Context: an optimization exercise on an open-source flow, tuned for small area, a short achievable clock period and few clock cycles. The choices shown serve that exercise and are no tape-out recipe. In this exercise RTL edits were held to simulation tests only and were not proved equivalent to the original. No activity file was given, so power comes from the tool's default toggle rates.

==> flow/design.v (excerpt) <==
module nbc_stream_enc (
    input  wire        clk,
    input  wire        rst,
    input  wire        cmd_valid,
    output wire        cmd_ready,
    input  wire [31:0] cmd_count,
    input  wire [1:0]  cmd_mode,
    input  wire [63:0] cmd_acc,
    input  wire        in_valid,
    output wire        in_ready,
    input  wire [63:0] in_data,
    output wire        out_valid,
    input  wire        out_ready,
    output wire [63:0] out_data,
    output wire [3:0]  out_nbytes,
    output wire        out_last
);
Size in the first run: roughly 4100 cells after synthesis, about 1000 flip-flops, about 240 I/O pins.
==> flow/config.mk <==
export PLATFORM = sky130hd
export DESIGN_NAME = nbc_stream_enc
export DESIGN_NICKNAME = nbc_stream_enc
export VERILOG_FILES = /design/flow/design.v
export SDC_FILE = /design/flow/constraint.sdc
export NUM_CORES = 4
export LEC_CHECK = 0
export ABC_CLOCK_PERIOD_IN_PS = 3600
export CAP_MARGIN = 20
export CORE_MARGIN = 2
export CORE_UTILIZATION = 40
export SETUP_SLACK_MARGIN = 4.6
export SLEW_MARGIN = 20
export TNS_END_PERCENT = 5
==> flow/constraint.sdc <==
create_clock -name core_clock -period 8.0 [get_ports {clk}]
set_input_delay 1.6000 -clock core_clock [delete_from_list [all_inputs] [get_ports {clk}]]
set_output_delay 1.6000 -clock core_clock [all_outputs]
set_load 0.01 [all_outputs]
standard.sh (not shown) runs the stock make flow with config.mk's settings and CLKGATE_MAP_FILE= SYNTH_SCRIPT=/design/flow/synth_recipe.tcl, a recipe that flattens the netlist after the stock synthesis.
==> flow/flow/run.sh <==
#!/bin/bash
# The standard layout, except that the I/O ports are buffered with
# sky130_fd_sc_hd__buf_2 cells instead of the delay buffers that buffer_ports
# picks by default. Every port still gets its own buffer.
set -euo pipefail
export BUFFER_PORTS_ARGS="-buffer_cell sky130_fd_sc_hd__buf_2"
bash standard.sh > standard_flow.log 2>&1
Testbench counts at the start, summed over its fixed seeds: cycles 15,253.
==> next run, changes <==
CAP_MARGIN = 5   (was 20)
CTS_CLUSTER_DIAMETER = 110   (was default)
CTS_CLUSTER_SIZE = 25   (was default)
SETUP_SLACK_MARGIN = 4.4   (was 4.6)
SLEW_MARGIN = 5   (was 20)
TNS_END_PERCENT = 10   (was 5)
Outcome: Die area does not change; power is lower by 13%; hold slack is better by 0.041 ns; count of clock-buffer cells in the layout is lower by 67; combinational power is lower by about 2%; design area is lower by 4.5%; synthesized area stays the same; routed wire length is lower by 2.2%.
==> next run, changes <==
==> flow/flow/run.sh (replaced) <==
#!/bin/bash
# The standard layout, except that the I/O ports are buffered with
# sky130_fd_sc_hd__buf_1 cells instead of the delay buffers that buffer_ports
# picks by default. Every port still gets its own buffer.
set -euo pipefail
export BUFFER_PORTS_ARGS="-buffer_cell sky130_fd_sc_hd__buf_1"
bash standard.sh > standard_flow.log 2>&1
CAP_MARGIN = 20   (was 5)
CTS_CLUSTER_DIAMETER = default   (was 110)
CTS_CLUSTER_SIZE = default   (was 25)
SLEW_MARGIN = 20   (was 5)
After rerunning:
- worst setup slack gets worse by 0.14 ns
- wire length is about the same
- utilization rises by 1.6 points
==> next run, changes <==
==> flow/flow/run.sh (replaced) <==
#!/bin/bash
# The standard layout, except that the I/O ports are buffered with
# sky130_fd_sc_hd__buf_2 cells instead of the delay buffers that buffer_ports
# picks by default. Every port still gets its own buffer.
set -euo pipefail
export BUFFER_PORTS_ARGS="-buffer_cell sky130_fd_sc_hd__buf_2"
bash standard.sh > standard_flow.log 2>&1
CTS_CLUSTER_DIAMETER = 80   (was default)
CTS_CLUSTER_SIZE = 25   (was default)
The new run ran to the end with no violations.
Cell area went down by a few percent.
Core utilization went down by 1.3 points.
Sequential cell count is unchanged.
Clock skew went up by 0.017 ns.
Maximum frequency went up by a few percent.
Global-route usage stays flat.
Count of clock-buffer cells in the layout went down by 65.
==> next run, changes <==
==> flow/flow/run.sh (replaced) <==
#!/bin/bash
# The standard layout with two changes:
#  - synthesis runs the standard synthesis script (synth_recipe.tcl), except
#    that ABC maps the logic with its default script instead of ORFS's speed
#    script (no gate up-sizing or buffering during synthesis; the layout's
#    timing repair sizes what the timing needs). Registers are not touched by
#    ABC, so they are the standard synthesis's, with the same names and cells.
#  - the I/O ports are buffered with sky130_fd_sc_hd__buf_2 cells instead of
#    the delay buffers buffer_ports picks by default. Every port still gets
#    its own buffer.
# All tool output goes to standard_flow.log here and to ORFS's per-step logs
# under orfs/logs.
set -euo pipefail
W=$(pwd)
export BUFFER_PORTS_ARGS="-buffer_cell sky130_fd_sc_hd__buf_2"
{
  echo 'proc abc {args} { set i [lsearch -exact $args -script]; if {$i >= 0} { set args [lreplace $args $i [expr {$i + 1}]] }; yosys abc {*}$args }'
  cat synth_recipe.tcl
} > my_synth.tcl
sed "s#SYNTH_SCRIPT=[^ ]*#SYNTH_SCRIPT=$W/my_synth.tcl#" standard.sh > my_standard.sh
grep -q "SYNTH_SCRIPT=$W/my_synth.tcl" my_standard.sh
bash my_standard.sh > standard_flow.log 2>&1
CAP_MARGIN = 5   (was 20)
CTS_CLUSTER_DIAMETER = 110   (was 80)
SETUP_SLACK_MARGIN = 4.6   (was 4.4)
SLEW_MARGIN = 5   (was 20)
Result: Critical path depth climbs by 12. Utilization climbs by 0.13 points. Power climbs by about 1.9%. Final cell count drops by 4.2%. Die area drops by 4.8%. Worst setup slack got worse by 2.1 ns. Final area drops by 4.4%. Non-clock buffer count drops by 4. Hold slack got worse by 0.030 ns. Sequential share of layout area climbs by 2.5 points.
==> next run, changes <==
==> flow/flow/run.sh (replaced) <==
#!/bin/bash
# The standard layout, except that the I/O ports are buffered with
# sky130_fd_sc_hd__buf_2 cells instead of the delay buffers that buffer_ports
# picks by default. Every port still gets its own buffer.
set -euo pipefail
export BUFFER_PORTS_ARGS="-buffer_cell sky130_fd_sc_hd__buf_2"
bash standard.sh > standard_flow.log 2>&1
CAP_MARGIN = 20   (was 5)
SETUP_SLACK_MARGIN = 4.5   (was 4.6)
SLEW_MARGIN = 20   (was 5)
TNS_END_PERCENT = 5   (was 10)
After rerunning: Routed wire length rises by 9.3%. Design area rises by about 4.3%. Total power falls by 4.7%. Fmax rises by 57%.

* * *

job 2935:
nbc_stream_enc, a different RTL version from the one above (not shown whole).
Size in the first run: ~850 flip-flops, ~240 I/O pins, roughly 0.040 sq mm of cells after synthesis.
export LEC_CHECK = 0
export ABC_CLOCK_PERIOD_IN_PS = 3500
export CAP_MARGIN = 20
export CORE_MARGIN = 2
export CORE_UTILIZATION = 40
export SETUP_SLACK_MARGIN = 4.5
export SLEW_MARGIN = 20
create_clock -name core_clock -period 8.0 [get_ports {clk}]
run.sh (not shown) runs the stock make flow with config.mk's settings and CLKGATE_MAP_FILE= SYNTH_SCRIPT=/design/flow/synth_recipe.tcl, a recipe that flattens the netlist after the stock synthesis.
Stock flow here: none of the scripts above is used.
Testbench counts of job 2935, summed over its fixed seeds: cycles 15,202.
> inputs changed (job 2935 -> job 5714)
# job 2935
export LEC_CHECK = 0
export ABC_CLOCK_PERIOD_IN_PS = 3500
export CAP_MARGIN = 20
export CORE_MARGIN = 2
export CORE_UTILIZATION = 40
export SETUP_SLACK_MARGIN = 4.5
export SLEW_MARGIN = 20
create_clock -name core_clock -period 8.0 [get_ports {clk}]
# job 5714
export LEC_CHECK = 0
export ABC_CLOCK_PERIOD_IN_PS = 4000
export CAP_MARGIN = 20
export CORE_MARGIN = 2
export CORE_UTILIZATION = 65
export PLACE_DENSITY = 0.75
export SETUP_SLACK_MARGIN = 4.0
export SLEW_MARGIN = 20
create_clock -name core_clock -period 8.0 [get_ports {clk}]
Findings:
~same register area in job 5714 and job 2935
The cell type of the slowest stage on the worst timing path comes out sky130_fd_sc_hd__nor4_2 in one run and sky130_fd_sc_hd__or4_4 in the other, namely in job 5714 and job 2935 respectively.
According to the power report, total power for job 5714 is higher than for job 2935.
The run showing the smaller slack of the critical path is job 5714.
Comparing job 5714 and job 2935, the higher area of the multi-input gates was measured on job 2935.
Relative to job 5714, the following input files were edited for job 637:
# job 5714
export LEC_CHECK = 0
export ABC_CLOCK_PERIOD_IN_PS = 4000
export CAP_MARGIN = 20
export CORE_MARGIN = 2
export CORE_UTILIZATION = 65
export PLACE_DENSITY = 0.75
export SETUP_SLACK_MARGIN = 4.0
export SLEW_MARGIN = 20
create_clock -name core_clock -period 8.0 [get_ports {clk}]
# job 637
export LEC_CHECK = 0
export CAP_MARGIN = 20
export CORE_MARGIN = 2
export CORE_UTILIZATION = 40
export SLEW_MARGIN = 20
create_clock -name core_clock -period 8.0 [get_ports {clk}]
==> run notes <==
Job 637: done, clean on timing, DRC and antenna
In terms of clock-pin slew reported for the worst setup and hold paths after clock tree synthesis, job 637 and job 5714 differ only marginally.
When job 637 is set beside job 5714, its worst endpoint required time turns out to be 20 ps smaller.
sky130_fd_sc_hd__a2111oi_0 as the cell type of the slowest stage on the worst timing path was reported by job 637, and sky130_fd_sc_hd__nor4_2 by job 5714.
Final clock period utilization by the worst path: job 637 vs job 5714 up 12 points
Between job 5714 and job 637, the proportion of cell area occupied by multi-input gates is lower for job 637.
Summary of job 637 over job 5714: net total in the final layout fell 4.8%; non-clock buffer count fell 41%.
From job 5714 to job 637, remaining global-route overflow did not move at all.

* * *

nbc_stream_enc with an RTL version that a note above also has.
Size: about 1000 flip-flops, about 240 I/O pins.
==> flow/config.mk <==
export PLATFORM = sky130hd
export DESIGN_NAME = nbc_stream_enc
export DESIGN_NICKNAME = nbc_stream_enc
export VERILOG_FILES = /design/flow/design.v
export SDC_FILE = /design/flow/constraint.sdc
export NUM_CORES = 4
export LEC_CHECK = 0
export ABC_CLOCK_PERIOD_IN_PS = 3600
export CAP_MARGIN = 5
export CORE_MARGIN = 2
export CORE_UTILIZATION = 40
export CTS_CLUSTER_DIAMETER = 110
export CTS_CLUSTER_SIZE = 25
export SETUP_SLACK_MARGIN = 4.4
export SLEW_MARGIN = 5
export TNS_END_PERCENT = 10
==> flow/constraint.sdc <==
create_clock -name core_clock -period 8.0 [get_ports {clk}]
set_input_delay 1.6000 -clock core_clock [delete_from_list [all_inputs] [get_ports {clk}]]
set_output_delay 1.6000 -clock core_clock [all_outputs]
set_load 0.01 [all_outputs]
standard.sh (not shown) runs the stock make flow with config.mk's settings and CLKGATE_MAP_FILE= SYNTH_SCRIPT=/design/flow/synth_recipe.tcl, a recipe that flattens the netlist after the stock synthesis.
==> flow/flow/run.sh <==
#!/bin/bash
# The standard layout with two changes:
#  - synthesis runs the standard synthesis script (synth_recipe.tcl), except
#    that ABC maps the logic with its default script instead of ORFS's speed
#    script (no gate up-sizing or buffering during synthesis; the layout's
#    timing repair sizes what the timing needs). Registers are not touched by
#    ABC, so they are the standard synthesis's, with the same names and cells.
#  - the I/O ports are buffered with sky130_fd_sc_hd__buf_2 cells instead of
#    the delay buffers buffer_ports picks by default. Every port still gets
#    its own buffer.
# All tool output goes to standard_flow.log here and to ORFS's per-step logs
# under orfs/logs.
set -euo pipefail
W=$(pwd)
export BUFFER_PORTS_ARGS="-buffer_cell sky130_fd_sc_hd__buf_2"
{
  echo 'proc abc {args} { set i [lsearch -exact $args -script]; if {$i >= 0} { set args [lreplace $args $i [expr {$i + 1}]] }; yosys abc {*}$args }'
  cat synth_recipe.tcl
} > my_synth.tcl
sed "s#SYNTH_SCRIPT=[^ ]*#SYNTH_SCRIPT=$W/my_synth.tcl#" standard.sh > my_standard.sh
grep -q "SYNTH_SCRIPT=$W/my_synth.tcl" my_standard.sh
bash my_standard.sh > standard_flow.log 2>&1
Testbench counts at the start, summed over its fixed seeds: cycles 15,253.
Change:
==> flow/flow/run.sh (replaced) <==
#!/bin/bash
# The standard layout, except that the I/O ports are buffered with
# sky130_fd_sc_hd__buf_2 cells instead of the delay buffers that buffer_ports
# picks by default. Every port still gets its own buffer.
set -euo pipefail
export BUFFER_PORTS_ARGS="-buffer_cell sky130_fd_sc_hd__buf_2"
bash standard.sh > standard_flow.log 2>&1
Settings changed: CAP_MARGIN 5 to 20, CTS_CLUSTER_DIAMETER 110 to not set, CTS_CLUSTER_SIZE 25 to not set, SLEW_MARGIN 5 to 20, TNS_END_PERCENT 10 to not set.
Total power increases by a little under a tenth.
Core utilization climbs by 1.6 points.
Global-route usage rises by 1.1 points.
Clock power rises by well over a third.
Synthesized area came out higher by a few percent.
Sequential share of layout area drops by 4.6 points.
Critical path depth fell by 12.
Change:
Settings changed: TNS_END_PERCENT set to 10.
Critical path depth drops by 13; sequential share of layout area rose by 0.14 points; worst hold slack got worse by 26 ps; fmax climbs by 1.6%.
Change:
==> flow/run.sh (new file) <==
#!/bin/bash
# synth_recipe.tcl (not shown) runs the flow's synth.tcl, then flattens the netlist and writes it again
# the make line also repeats each setting of config.mk as NAME=value (left out here)
make -C /OpenROAD-flow-scripts/flow DESIGN_CONFIG=/design/flow/config.mk WORK_HOME=/design/flow/orfs CLKGATE_MAP_FILE= SYNTH_SCRIPT=/design/flow/synth_recipe.tcl finish
Settings changed: ABC_CLOCK_PERIOD_IN_PS 3600 to 4000, SETUP_SLACK_MARGIN 4.4 to 4.1, TNS_END_PERCENT 10 to not set.
removed: flow/flow/run.sh
removed: flow/standard.sh
Total power decreases slightly.
Utilization rose by 0.50 points.
Global-route usage is about the same.
Wire length is about the same.
Non-clock buffer count came out lower by 49.
Fmax is lower by a few percent.
Count of clock-buffer cells in the layout went up by 10.
Change:
==> flow/flow/run.sh (new file) <==
#!/bin/bash
# The standard layout, except that the I/O ports are buffered with
# sky130_fd_sc_hd__buf_2 cells instead of the delay buffers that buffer_ports
# picks by default. Every port still gets its own buffer.
set -euo pipefail
export BUFFER_PORTS_ARGS="-buffer_cell sky130_fd_sc_hd__buf_2"
bash standard.sh > standard_flow.log 2>&1
==> flow/standard.sh (new file) <==
#!/bin/bash
# synth_recipe.tcl (not shown) runs the flow's synth.tcl, then flattens the netlist and writes it again
# the make line also repeats each setting of config.mk as NAME=value (left out here)
make -C /OpenROAD-flow-scripts/flow DESIGN_CONFIG=/design/flow/config.mk WORK_HOME=/design/flow/orfs CLKGATE_MAP_FILE= SYNTH_SCRIPT=/design/flow/synth_recipe.tcl "${@:-finish}"
Settings changed: ABC_CLOCK_PERIOD_IN_PS 4000 to 3600, CAP_MARGIN 20 to 5, CTS_CLUSTER_DIAMETER set to 110, CTS_CLUSTER_SIZE set to 25, GPL_ROUTABILITY_DRIVEN set to 0, SETUP_SLACK_MARGIN 4.1 to 4.4, SLEW_MARGIN 20 to 5, TNS_END_PERCENT set to 10.
removed: flow/run.sh
What happened: Sequential power goes down by about 0.5%; worst hold slack hardly moves; routed wire length goes down by 3.4%; total power goes down by 12%; cell count goes down by 0.98%; clock skew goes down by 31 ps; final area goes down by 4.6%; non-clock buffer count goes up by 62; clock power goes down by 41%.

what the ideal ports hide:
In the flow no input, the clock included, has a driving cell. The finished layouts below were timed again as built, in two steps.
Step 1 sets driving cells, clkbuf_16 on the clock port and buf_2 on the other inputs (assumed; they add their load-dependent delay and slew).
Step 2 adds t to the input delays and takes it off the output delays; t is the mean of the earliest and latest rising clock arrival at the registers after step 1. Input paths then give back, and output paths get back, about the clock's delay inside the block.
a / b / c = ideal ports / drivers / drivers and shift; a / b = the first two.
run	shift t [ns]	setup WS [ns]	hold WS [ns]	latest minus earliest clock arrival (ns)
the first run of note 1	0.755	4.292 / 4.178 / 3.837	0.380 / 0.380 / 0.380	0.063 / 0.062
the second run of note 1	0.710	4.282 / 4.184 / 3.614	0.422 / 0.422 / 0.422	0.056 / 0.055
the third run of note 1	0.747	4.138 / 4.108 / 3.690	0.398 / 0.398 / 0.398	0.042 / 0.042
the fourth run of note 1	0.726	4.275 / 4.186 / 3.516	0.408 / 0.408 / 0.408	0.057 / 0.057
the fifth run of note 1	0.720	2.168 / 2.168 / 2.168	0.378 / 0.378 / 0.378	0.052 / 0.052
the sixth run of note 1	0.710	4.276 / 4.185 / 3.617	0.421 / 0.421 / 0.421	0.052 / 0.052
job 2935	0.716	3.039 / 3.067 / 2.351	0.402 / 0.402 / 0.402	0.049 / 0.049
job 5714	0.731	2.589 / 2.605 / 1.874	0.397 / 0.397 / 0.397	0.056 / 0.056
job 637	0.707	1.621 / 1.664 / 0.957	0.409 / 0.409 / 0.409	0.042 / 0.042
the first run of note 3	0.718	2.141 / 2.141 / 2.141	0.380 / 0.380 / 0.380	0.052 / 0.052
the second run of note 3	0.745	4.237 / 4.237 / 3.725	0.404 / 0.404 / 0.404	0.052 / 0.052
the third run of note 3	0.756	4.297 / 4.184 / 3.586	0.379 / 0.379 / 0.379	0.067 / 0.067
the fourth run of note 3	0.746	4.100 / 4.088 / 3.572	0.408 / 0.408 / 0.408	0.088 / 0.087
the fifth run of note 3	0.728	4.127 / 4.015 / 3.696	0.408 / 0.408 / 0.408	0.067 / 0.067
After both steps setup and hold are still met in every run listed. For the fourth run of note 1, which loses most, drivers alone change the setup slack by -0.089 ns; drivers and shift together by -0.759 ns.
